Context: an optimization exercise on an open-source flow, tuned for small area, a short achievable clock period and few clock cycles. The choices shown serve that exercise and are no tape-out recipe. The RTL was checked by simulation tests, not by an equivalence proof against the original design.

==> flow/design.v <==
module gf_mul (
    input  wire [7:0] a,
    input  wire [7:0] b,
    output reg  [7:0] p
);
    reg [7:0] aa;
    integer k;
    always @* begin
        p  = 8'h00;
        aa = a;
        for (k = 0; k < 8; k = k + 1) begin
            if (b[k]) p = p ^ aa;
            aa = {aa[6:0], 1'b0} ^ (aa[7] ? 8'h1d : 8'h00);
        end
    end
endmodule
module gfrs_codec (
    input  wire       clk,
    input  wire       rst,
    input  wire       cmd_valid,
    output wire       cmd_ready,
    input  wire       cmd_op,
    input  wire [7:0] cmd_dlen,
    input  wire [5:0] cmd_nsym,
    input  wire       in_valid,
    output wire       in_ready,
    input  wire [7:0] in_data,
    output wire       out_valid,
    output wire [7:0] out_data,
    output reg        done,
    output reg        err,
    output reg        szero
);
    localparam [255:0] APOW = 256'hc06030180c06038fc9ea75b45a2d984c261387cde8743a1d8040201008040201;
    localparam [255:0] AINV = 256'h122448903d7af4f5f7f3fbebcb8b0b162c58b07dfae9cf831b366cd8ad478e01;
    localparam [255:0] FIXA = 256'h82cdd05f9d3f42d70ed796ac4a73f19882018e85600522d8481ff083ec3b1c01;
    localparam [255:0] FIXB = 256'h82b53f5284d44ebb851fa9377421d504db0bf3226c20ee96421da21153abf401;
    localparam [1:0] F_IDLE = 2'd0,      
                     F_IN   = 2'd1,      
                     F_WAIT = 2'd2;      
    localparam [2:0] B_IDLE = 3'd0,
                     B_DD   = 3'd1,
                     B_FIX  = 3'd2,
                     B_CONV = 3'd3,
                     B_OUT  = 3'd4;
    reg  [255:0] T;                      
    wire [255:0] t_nxt;
    wire [31:0]  t_we;
    reg  [1:0] fst;
    reg        f1;                       
    reg        cmd_ready_r, in_ready_r;
    reg        op_r;
    reg  [7:0] dlen_r;
    reg  [5:0] nsym_r;
    reg  [4:0] nm1_r;                    
    reg        bad_r;                    
    reg  [7:0] rem_a;                    
    reg  [5:0] rem_b;                    
    reg  [7:0] in_g;                     
    reg        inv_r, last_r;
    reg  [2:0] bst;
    reg        b_op;
    reg  [4:0] k;
    reg  [5:0] ocnt;
    reg        acc;                      
    reg        out_valid_r;
    reg        pend;                     
    reg        mF, mC, mO;               
    reg        clr;                      
    reg [31:0] aD;                       
    reg [31:0] xC;                       
    assign cmd_ready = cmd_ready_r;
    assign in_ready  = in_ready_r;
    assign out_valid = out_valid_r;
    assign out_data  = T[7:0];
    wire [8:0] ntot     = {1'b0, dlen_r} + {3'b000, nsym_r};
    wire       bad      = (nsym_r > 6'd32) || ntot[8];
    wire       a0       = (rem_a == 8'd0);
    wire       b0       = (rem_b == 6'd0);
    wire       is_last  = (rem_a == 8'd1 && b0) || (a0 && rem_b == 6'd1);
    wire       zero_in  = a0 && b0;
    wire cmd_fire = cmd_valid && cmd_ready_r;
    wire in_fire  = in_valid && in_ready_r;
    wire nz0      = |T[7:0];
    reg  [1:0] fst_n;
    reg  [7:0] rem_a_n;
    reg  [5:0] rem_b_n;
    reg        last_n, start, start_z;
    reg  [2:0] bst_n;
    reg  [4:0] k_n;
    reg  [5:0] ocnt_n;
    reg        acc_n, ov_n, done_n, err_n, szero_n, bop_n, pend_n;
    reg [31:0] aD_n, xC_n;
    always @* begin
        fst_n   = fst;
        rem_a_n = rem_a;
        rem_b_n = rem_b;
        last_n  = 1'b0;
        start_z = 1'b0;
        case (fst)
        F_IDLE: if (cmd_fire) begin
                    fst_n   = F_IN;
                    rem_a_n = cmd_dlen;
                    rem_b_n = cmd_op ? cmd_nsym : 6'd0;
                end
        F_IN:   if (!f1 && (bad_r || zero_in)) fst_n = F_WAIT;
                else if (in_fire) begin
                    if (!a0) rem_a_n = rem_a - 8'd1;
                    else     rem_b_n = rem_b - 6'd1;
                    if (is_last) begin
                        fst_n  = F_IDLE;
                        last_n = 1'b1;
                    end
                end
        F_WAIT: if (bst == B_IDLE) begin
                    fst_n   = F_IDLE;
                    start_z = 1'b1;
                end
        default: fst_n = F_IDLE;
        endcase
        start = (inv_r && last_r) || start_z;
        bst_n   = bst;
        k_n     = k;
        ocnt_n  = ocnt;
        acc_n   = acc;
        ov_n    = out_valid_r;
        done_n  = 1'b0;
        err_n   = err;
        szero_n = szero;
        bop_n   = b_op;
        pend_n  = pend || start;
        case (bst)
        B_IDLE: begin
                    pend_n = 1'b0;
                    if (start || pend) begin
                        bop_n = op_r;
                        if (bad_r) begin
                            done_n = 1'b1; err_n = 1'b1; szero_n = 1'b0;
                        end else if (nsym_r == 6'd0) begin
                            done_n = 1'b1; err_n = 1'b0; szero_n = op_r;
                        end else if (!op_r) begin
                            bst_n = (nsym_r == 6'd1) ? B_FIX : B_DD;
                            k_n   = 5'd1;
                        end else begin
                            bst_n  = B_OUT;
                            ocnt_n = nsym_r;
                            ov_n   = 1'b1;
                            acc_n  = 1'b0;
                        end
                    end
                end
        B_DD:   begin
                    k_n  = k + 5'd1;
                    if (k == nm1_r) bst_n = B_FIX;
                end
        B_FIX:  begin
                    bst_n = B_CONV;
                    k_n   = 5'd30;
                end
        B_CONV: begin
                    k_n  = k - 5'd1;
                    if (k == 5'd0) begin
                        bst_n  = B_OUT;
                        ocnt_n = nsym_r;
                        ov_n   = 1'b1;
                        acc_n  = 1'b0;
                    end
                end
        B_OUT:  begin
                    ocnt_n = ocnt - 6'd1;
                    acc_n  = acc || nz0;
                    if (ocnt == 6'd1) begin
                        bst_n   = B_IDLE;
                        ov_n    = 1'b0;
                        done_n  = 1'b1;
                        err_n   = 1'b0;
                        szero_n = b_op && !(acc || nz0);
                    end
                end
        default: bst_n = B_IDLE;
        endcase
    end
    wire [31:0] en;                      
    genvar j;
    generate
        for (j = 0; j < 32; j = j + 1) begin : g_en
            assign en[j] = (nsym_r > j);
        end
    endgenerate
    always @* begin
        aD_n = 32'h0;
        xC_n = 32'h0;
        if (bst_n == B_DD)
            aD_n = (bst == B_DD) ? ({aD[30:0], 1'b0} & en) : (32'hffff_fffe & en);
        if (bst_n == B_CONV)
            xC_n = (bst == B_CONV) ? {1'b1, xC[31:1]} : 32'hc000_0000;
    end
    wire be_ok = (bst_n == B_IDLE && !pend_n) ||
                 (bst_n == B_OUT && ocnt_n <= 6'd3);
    wire cmd_ready_n = ((fst == F_IDLE && !cmd_fire) || start_z) && be_ok;
    always @(posedge clk) begin
        in_g <= in_fire ? in_data : 8'h00;
        if (rst) begin
            fst         <= F_IDLE;
            cmd_ready_r <= 1'b0;
            in_ready_r  <= 1'b0;
            inv_r       <= 1'b0;
            last_r      <= 1'b0;
            pend        <= 1'b0;
            bst         <= B_IDLE;
            clr         <= 1'b1;
            mF          <= 1'b0;
            aD          <= 32'h0;
            xC          <= 32'h0;
            mC          <= 1'b0;
            mO          <= 1'b0;
            out_valid_r <= 1'b0;
            done        <= 1'b0;
            err         <= 1'b0;
            szero       <= 1'b0;
        end else begin
            fst         <= fst_n;
            cmd_ready_r <= cmd_ready_n;
            in_ready_r  <= (fst_n == F_IN);
            inv_r       <= in_fire;
            last_r      <= last_n;
            pend        <= pend_n;
            bst         <= bst_n;
            clr         <= 1'b0;
            ocnt        <= ocnt_n;
            mF          <= (bst_n == B_FIX);
            aD          <= aD_n;
            xC          <= xC_n;
            mC          <= (bst_n == B_CONV);
            mO          <= (bst_n == B_OUT);
            out_valid_r <= ov_n;
            done        <= done_n;
            err         <= err_n;
            szero       <= szero_n;
        end
        if (cmd_fire) begin
            op_r   <= cmd_op;
            dlen_r <= cmd_dlen;
            nsym_r <= cmd_nsym;
            nm1_r  <= cmd_nsym[4:0] - 5'd1;
        end
        f1    <= cmd_fire;
        bad_r <= bad;
        rem_a <= rem_a_n;
        rem_b <= rem_b_n;
        k     <= k_n;
        acc   <= acc_n;
        b_op  <= bop_n;
    end
    wire mH = inv_r;
    generate
        for (j = 0; j < 32; j = j + 1) begin : g_pos
            wire [7:0] t  = T[8*j +: 8];
            wire [7:0] tp = (j < 31) ? T[8*((j + 1) % 32) +: 8] : 8'h00;
            wire [7:0] tm = (j > 0)  ? T[8*((j + 31) % 32) +: 8] : 8'h00;
            wire [7:0] th = (j == 0) ? (t & {8{!mO}}) : t;
            wire [7:0] x  = in_g | ({8{aD[j]}} & tm) | ({8{xC[j]}} & tp);
            wire [7:0] m, f, s;
            gf_mul u_m (.a(th ^ x), .b(APOW[8*j +: 8]), .p(m));
            gf_mul u_f (.a(t),      .b(FIXA[8*j +: 8]), .p(f));
            gf_mul u_s (.a(tp),     .b(AINV[15:8]),     .p(s));
            wire selM = (mH && en[j]) || aD[j] || mC;
            assign t_we[j] = selM || mF || mO || clr;
            assign t_nxt[8*j +: 8] = ({8{selM}} & m) | ({8{mF}} & f) | ({8{mO}} & s);
        end
    endgenerate
    integer i;
    always @(posedge clk)
        for (i = 0; i < 32; i = i + 1)
            if (t_we[i]) T[8*i +: 8] <= t_nxt[8*i +: 8];
endmodule
export LEC_CHECK = 0
export CAP_MARGIN = 20
export CELL_PAD_IN_SITES_DETAIL_PLACEMENT = 0
export CELL_PAD_IN_SITES_GLOBAL_PLACEMENT = 1
export CORE_MARGIN = 2
export CORE_UTILIZATION = 60
export CTS_CLUSTER_DIAMETER = 100
export CTS_CLUSTER_SIZE = 50
export PLACE_DENSITY = 0.7
export SLEW_MARGIN = 20
create_clock -name core_clock -period 10.0 [get_ports {clk}]
standard.sh (not shown) runs the stock make flow with config.mk's settings and CLKGATE_MAP_FILE= SYNTH_SCRIPT=/design/flow/synth_recipe.tcl, a recipe that flattens the netlist after the stock synthesis.
==> flow/flow/run.sh <==
#!/bin/bash
set -euo pipefail
bash standard.sh SETUP_SLACK_MARGIN=7 finish > standard_flow.log 2>&1
Testbench counts at the start, summed over its fixed seeds: cycles 42,556.
Edit:
- CTS_CLUSTER_DIAMETER: 100 -> 80
- CTS_CLUSTER_SIZE: 50 -> 30
Design area climbs by 1.9%.
Clock-buffer cell count grows by 19.
Sequential share of layout area fell by 0.65 points.
Routed wire length went up by 0.65%.
Register-to-register slack hardly moves.
Edit:
- CELL_PAD_IN_SITES_DETAIL_PLACEMENT: 0 -> 1
- CELL_PAD_IN_SITES_GLOBAL_PLACEMENT: 1 -> 2
- CORE_UTILIZATION: 60 -> 50
- CTS_CLUSTER_DIAMETER: 80 -> default
- CTS_CLUSTER_SIZE: 30 -> default
- PLACE_DENSITY: 0.7 -> 0.6
Effect:
- The new run finished clean
- wire length went up by 9.6%
- sequential share of layout area is lower by 0.44 points
- fmax is lower by 2.2%
- worst setup slack loses 0.070 ns
Edit:
- ABC_AREA: default -> 1
- CELL_PAD_IN_SITES_DETAIL_PLACEMENT: 1 -> 0
- CELL_PAD_IN_SITES_GLOBAL_PLACEMENT: 2 -> 1
- CORE_UTILIZATION: 50 -> 60
- PLACE_DENSITY: 0.6 -> 0.7
=>
- clock skew is about the same
- utilization grows by 10 points
- first-iteration DRC count rose by 81%
- critical path depth stays the same
- via count goes up by about 60%
- hold slack degrades by 0.019 ns
- area after synthesis rises by 40%
Edit:
- ABC_AREA: 1 -> default
Outcome: Design area decreases by about 30%; clock-buffer cell count decreases by 12; final cell count decreases by 47%.

[separate check: timing with driven ports]
The flow's constraints put no driver on any port. The routed layouts listed below were extracted and timed again, unchanged, in two steps. Step 1 assumes that a clkbuf_16 drives the clock port and a buf_2 every other input. Step 2 times the ports against the registers' clock, not the clock port: input delays grow and output delays shrink by t, the midpoint of the rising clock arrivals with the driver on. Three values: ideal ports, drivers, drivers and shift; two values: the first two.
| run | shift t [ns] | setup slack, ns | worst setup path at the end |
|---|---|---|---|
| the first run | 0.652 | 6.824 / 6.760 / 6.476 | input to register |
| the second run | 0.634 | 6.855 / 6.795 / 6.468 | input to register |
| the third run | 0.664 | 6.785 / 6.723 / 6.443 | input to register |
| the fourth run | 0.698 | 6.771 / 6.699 / 6.412 | input to register |
| the fifth run | 0.664 | 6.842 / 6.777 / 6.453 | input to register |
After both steps every run listed still meets setup and hold. The setup slack of the fifth run, which loses most, moves by -0.065 ns with the drivers and by -0.389 ns with both steps.
